What follows belongs to an exercise in optimizing a design on an open flow for small area, a short achievable clock period and few clock cycles per item; a production flow would make more cautious choices.
Only simulation tests tie the RTL to the original design; equivalence was not proved.
Power is estimated from default activity; no workload was simulated.

== run 1 ==
==> flow/design.v (excerpt) <==
module vce #(
    parameter ADDR_BITS = 16
) (
    input  wire                 clk,
    input  wire                 rst,         
    input  wire                 csr_en,
    input  wire                 csr_we,
    input  wire [7:0]           csr_addr,
    input  wire [63:0]          csr_wdata,
    output reg  [63:0]          csr_rdata,
    output reg                  mem_req,
    output reg                  mem_we,
    output reg  [ADDR_BITS-1:0] mem_addr,
    output reg  [7:0]           mem_wdata,
    input  wire                 mem_ready,
    input  wire [7:0]           mem_rdata,
    input  wire                 mem_err,
    output wire                 irq
);
Size: ~3500 cells after synthesis.
clock: 14.0 ns
lec_check: 0
abc_clock_period_in_ps: 6000
cap_margin: 40
core_margin: 2
core_utilization: 55
place_density: 0.7
slew_margin: 30
standard.sh (not shown) runs the stock make flow with config.mk's settings and CLKGATE_MAP_FILE= SYNTH_SCRIPT=/design/flow/synth_recipe.tcl, a recipe that flattens the netlist after the stock synthesis.
==> flow/flow/run.sh <==
#!/bin/bash
# Standard layout, with two changes to how timing repair may work:
#  - ports are buffered with buf_2 (not the default delay-cell buffer), and
#  - repair may resize gates across footprints and aims for extra setup slack.
set -euo pipefail
export BUFFER_PORTS_ARGS="-buffer_cell sky130_fd_sc_hd__buf_2"
bash standard.sh MATCH_CELL_FOOTPRINT=0 SETUP_SLACK_MARGIN=7 finish > standard.log 2>&1
Testbench counts of run 1, summed over its fixed seeds: cycles 118,654, items 10,572.
### run 1 -> run 2
# run 1
export LEC_CHECK = 0
export ABC_CLOCK_PERIOD_IN_PS = 6000
export CAP_MARGIN = 40
export CORE_MARGIN = 2
export CORE_UTILIZATION = 55
export PLACE_DENSITY = 0.7
export SLEW_MARGIN = 30
create_clock -name core_clock -period 14.0 [get_ports {clk}]
# run 2
export LEC_CHECK = 0
export ABC_CLOCK_PERIOD_IN_PS = 6000
export CAP_MARGIN = 40
export CORE_MARGIN = 2
export CORE_UTILIZATION = 55
export CTS_CLUSTER_DIAMETER = 70
export CTS_CLUSTER_SIZE = 25
export PLACE_DENSITY = 0.7
export SLEW_MARGIN = 30
create_clock -name core_clock -period 14.0 [get_ports {clk}]
### Flow results
Number of clock buffer instances in the layout (run 2 vs. run 1) decreases by more than half
Comparing fraction of power spent switching nets for run 2 and run 1, the bigger number came from run 2.
The higher layout net count came out of run 1.
Taking run 1 as the reference point, the total number of H-tree levels of run 2 falls by 1.
Going from run 1 to run 2, number of distinct library cells after synthesis did not really move, utilization went down by 1.9 points.
| combinational share of power | lower: run 1 |
Worst setup slack is lower on run 2
### run 2 -> run 3
diff --git a/flow/flow/run.sh b/flow/flow/run.sh
--- a/flow/flow/run.sh
+++ b/flow/flow/run.sh
@@ -7 +7 @@
-bash standard.sh MATCH_CELL_FOOTPRINT=0 SETUP_SLACK_MARGIN=7 finish > standard.log 2>&1
+bash standard.sh MATCH_CELL_FOOTPRINT=0 SETUP_SLACK_MARGIN=6.5 finish > standard.log 2>&1
Measured against each other, run 2 and run 3 differ in cell area, the higher figure coming from run 2.
Comparing run 2 and run 3, first-pass detailed-route iteration total is lower on run 2.
Combinational power went down by a few percent going from run 2 to run 3.
Delta(met2 usage in global routing, run 3 - run 2) < 0
When the final numbers for run 2 and run 3 were put side by side, the smallest setup slack after layout turned out to be greater in run 3.
Re portion of the layout cell area used by clock cells: run 3 is 0.32 points up on run 2.
Looking at flip-flop and latch share of the layout cell area, run 3 sits 1.7 points higher than run 2 does.
Global-route usage (higher): run 2
Met3 track demand over resource: run 3 higher than run 2
Of run 2 and run 3, the higher post-detailed-routing wire length belongs to run 2.
The higher power after layout of run 2 and run 3 is in run 3.
Modified inputs, run 4 compared to run 3
# run 3
export LEC_CHECK = 0
export ABC_CLOCK_PERIOD_IN_PS = 6000
export CAP_MARGIN = 40
export CORE_MARGIN = 2
export CORE_UTILIZATION = 55
export CTS_CLUSTER_DIAMETER = 70
export CTS_CLUSTER_SIZE = 25
export PLACE_DENSITY = 0.7
export SLEW_MARGIN = 30
create_clock -name core_clock -period 14.0 [get_ports {clk}]
# run 4
export LEC_CHECK = 0
export ABC_CLOCK_PERIOD_IN_PS = 6000
export CAP_MARGIN = 40
export CORE_MARGIN = 2
export CORE_UTILIZATION = 60
export CTS_CLUSTER_DIAMETER = 70
export CTS_CLUSTER_SIZE = 28
export PLACE_DENSITY = 0.74
export SLEW_MARGIN = 30
create_clock -name core_clock -period 14.0 [get_ports {clk}]
diff --git a/flow/flow/run.sh b/flow/flow/run.sh
--- a/flow/flow/run.sh
+++ b/flow/flow/run.sh
@@ -7 +7 @@
-bash standard.sh MATCH_CELL_FOOTPRINT=0 SETUP_SLACK_MARGIN=6.5 finish > standard.log 2>&1
+bash standard.sh MATCH_CELL_FOOTPRINT=0 SETUP_SLACK_MARGIN=7 finish > standard.log 2>&1
==> comparison <==
Run 4 ended up with fewer standard cells than run 3. Between run 4 and run 3, the global-route usage is lower for run 3. Between run 4 and run 3, the final critical-path required period is lower for run 3. Sequential portion of the cell area: lower on run 4. After detailed routing, run 3 needs less wire than run 4.


## yarrow
Starting RTL as in the previous note.
==> flow/design.v (excerpt) <==
module vce #(
    parameter ADDR_BITS = 16
) (
    input  wire                 clk,
    input  wire                 rst,         
    input  wire                 csr_en,
    input  wire                 csr_we,
    input  wire [7:0]           csr_addr,
    input  wire [63:0]          csr_wdata,
    output reg  [63:0]          csr_rdata,
    output reg                  mem_req,
    output reg                  mem_we,
    output reg  [ADDR_BITS-1:0] mem_addr,
    output reg  [7:0]           mem_wdata,
    input  wire                 mem_ready,
    input  wire [7:0]           mem_rdata,
    input  wire                 mem_err,
    output wire                 irq
);
    localparam [63:0] ID_VALUE = 64'h5643_4531_001F_0001;
    localparam [3:0] E_OK        = 4'd0;
    localparam [3:0] E_BADCMD    = 4'd1;
    localparam [3:0] E_BADREGION = 4'd2;
    localparam [3:0] E_OVERLAP   = 4'd3;
    localparam [3:0] E_TOOSMALL  = 4'd4;
    localparam [3:0] E_TRUNC     = 4'd5;
    localparam [3:0] E_MALFORMED = 4'd6;
    localparam [3:0] E_MISMATCH  = 4'd7;
    localparam [3:0] E_BUS       = 4'd8;
    localparam [1:0] S_IDLE = 2'd0;
    localparam [1:0] S_RD   = 2'd1;      
    localparam [1:0] S_WR   = 2'd2;      
    localparam [1:0] S_FIN  = 2'd3;      
    localparam [1:0] EA_NONE = 2'd0;
    localparam [1:0] EA_RPTR = 2'd1;
    localparam [1:0] EA_WPTR = 2'd2;
    reg         ctrl_ie, ctrl_strict;
    reg         st_done, st_drop;
    reg  [3:0]  st_err;
    reg  [63:0] r_cmd, r_src, r_slen, r_dst, r_cap, r_count;
    reg         v_cmd, v_src, v_slen, v_dst, v_cap, v_count;
    reg         rvalid;                  
    reg         hi_flag;                 
    reg  [46:0] err_hi;
    reg  [1:0]  eas;                     
    reg  [1:0]  state;
    reg         strict;
    reg  [16:0] rptr, wptr;              
    reg  [16:0] lim;                     
    reg  [16:0] bc;                      
    reg  [13:0] ei;                      
    reg  [13:0] rem;                     
    reg  [4:0]  bi;                      
    reg  [4:0]  gl;                      
    reg  [5:0]  tb;                      
    reg  [3:0]  lenb;                    
    reg         f0, f1;                  
  ...
export LEC_CHECK = 0
export ABC_CLOCK_PERIOD_IN_PS = 6000
export CAP_MARGIN = 40
export CORE_MARGIN = 2
export CORE_UTILIZATION = 60
export CTS_CLUSTER_DIAMETER = 70
export CTS_CLUSTER_SIZE = 28
export PLACE_DENSITY = 0.74
export SLEW_MARGIN = 30
create_clock -name core_clock -period 14.0 [get_ports {clk}]
==> flow/flow/run.sh <==
#!/bin/bash
# Standard layout, with two changes to how timing repair may work:
#  - ports are buffered with buf_2 (not the default delay-cell buffer), and
#  - repair may resize gates across footprints and aims for extra setup slack.
set -euo pipefail
export BUFFER_PORTS_ARGS="-buffer_cell sky130_fd_sc_hd__buf_2"
bash standard.sh MATCH_CELL_FOOTPRINT=0 SETUP_SLACK_MARGIN=6.5 finish > standard.log 2>&1
Having completed the whole flow, yarrow delivered a layout that passed the timing, DRC and antenna checks.
Testbench counts of yarrow, summed over its fixed seeds: cycles 118,654, items 10,572.
### yarrow -> garnet
- a deleted CTS_CLUSTER_SIZE that had been 28
- an added SETUP_SLACK_MARGIN of 5
- a change of PLACE_DENSITY from 0.74 to 0.7
- a deleted CTS_CLUSTER_DIAMETER that had been 70
- a change of CORE_UTILIZATION from 60 to 55
==> flow/run.sh (new file) <==
#!/bin/bash
# synth_recipe.tcl (not shown) runs the flow's synth.tcl, then flattens the netlist and writes it again
# the make line also repeats each setting of config.mk as NAME=value (left out here)
make -C /OpenROAD-flow-scripts/flow DESIGN_CONFIG=/design/flow/config.mk WORK_HOME=/design/flow/orfs CLKGATE_MAP_FILE= SYNTH_SCRIPT=/design/flow/synth_recipe.tcl finish
removed: flow/flow/run.sh
removed: flow/standard.sh
Results
Compared with yarrow, in garnet power rose by 740 µW; fraction of standard cell area in multi-input logic fell by 2.0 points. Comparing garnet and yarrow, starting density of the core is higher on yarrow. The cell area after layout in garnet sits about 3.6% above the value recorded for yarrow. garnet: worst setup slack lower than yarrow. Side by side, register-to-register slack turned out lower in garnet than in yarrow. Compared with yarrow, placement density in the core of garnet is lower. garnet ended up with a higher total stage count of the critical path than yarrow did.
Input changes introduced in ember (baseline for comparison: garnet):
- CTS_CLUSTER_SIZE newly set to 25
- CTS_CLUSTER_DIAMETER newly set to 70
- SETUP_SLACK_MARGIN removed (was 5)
==> flow/flow/run.sh (new file) <==
#!/bin/bash
# Standard layout, with two changes to how timing repair may work:
#  - ports are buffered with buf_2 (not the default delay-cell buffer), and
#  - repair may resize gates across footprints and aims for extra setup slack.
set -euo pipefail
export BUFFER_PORTS_ARGS="-buffer_cell sky130_fd_sc_hd__buf_2"
bash standard.sh MATCH_CELL_FOOTPRINT=0 SETUP_SLACK_MARGIN=6 finish > standard.log 2>&1
==> flow/standard.sh (new file) <==
#!/bin/bash
# synth_recipe.tcl (not shown) runs the flow's synth.tcl, then flattens the netlist and writes it again
# the make line also repeats each setting of config.mk as NAME=value (left out here)
make -C /OpenROAD-flow-scripts/flow DESIGN_CONFIG=/design/flow/config.mk WORK_HOME=/design/flow/orfs CLKGATE_MAP_FILE= SYNTH_SCRIPT=/design/flow/synth_recipe.tcl "${@:-finish}"
removed: flow/run.sh
--- outcome ---
- ember ended up with nor2_2 as its library cell contributing the largest single delay on the critical path; garnet ended up with clkdlybuf4s50_1.
- Diff garnet -> ember: post-cts sizing count grew by 5, sequential share of layout area shows an increase of 2.2 points, post-placement worst setup slack +1.12 ns, fill cell total of the finished layout has increased, share of total power in combinational logic comparable.

==> separate check: timing with driven ports <==
The flow's constraints put no driver on any port. The routed layouts listed below were extracted and timed again, unchanged, in two steps.
Step 1, drivers: a clkbuf_16 drives clk and a buf_2 each remaining input, both assumed.
Step 2 adds t to the input delays and takes it off the output delays; t is the mean of the earliest and latest rising clock arrival at the registers after step 1. Input paths then give back, and output paths get back, about the clock's delay inside the block.
a / b / c = ideal ports / drivers / drivers and shift; a / b = the first two.
| run | t (ns) | setup slack, ns | worst setup path at the end | worst slew at a driven data input, ns |
|---|---|---|---|---|
| run 1 | 0.703 | 6.481 / 6.424 / 6.424 | input to output | 0.12 |
| run 2 | 0.688 | 6.438 / 6.353 / 6.353 | input to output | 0.11 |
| run 3 | 0.681 | 6.482 / 6.321 / 6.095 | input to register | 0.26 |
| run 4 | 0.698 | 6.374 / 6.294 / 6.294 | input to output | 0.13 |
| yarrow | 0.679 | 6.453 / 6.408 / 6.089 | input to register | 0.12 |
| garnet | 0.712 | 4.839 / 4.797 / 4.797 | input to output | 0.08 |
| ember | 0.693 | 6.000 / 5.966 / 5.628 | input to register | 0.07 |
After both steps setup and hold are still met in every run listed. For run 3, which loses most, drivers alone change the setup slack by -0.161 ns; drivers and shift together by -0.387 ns.
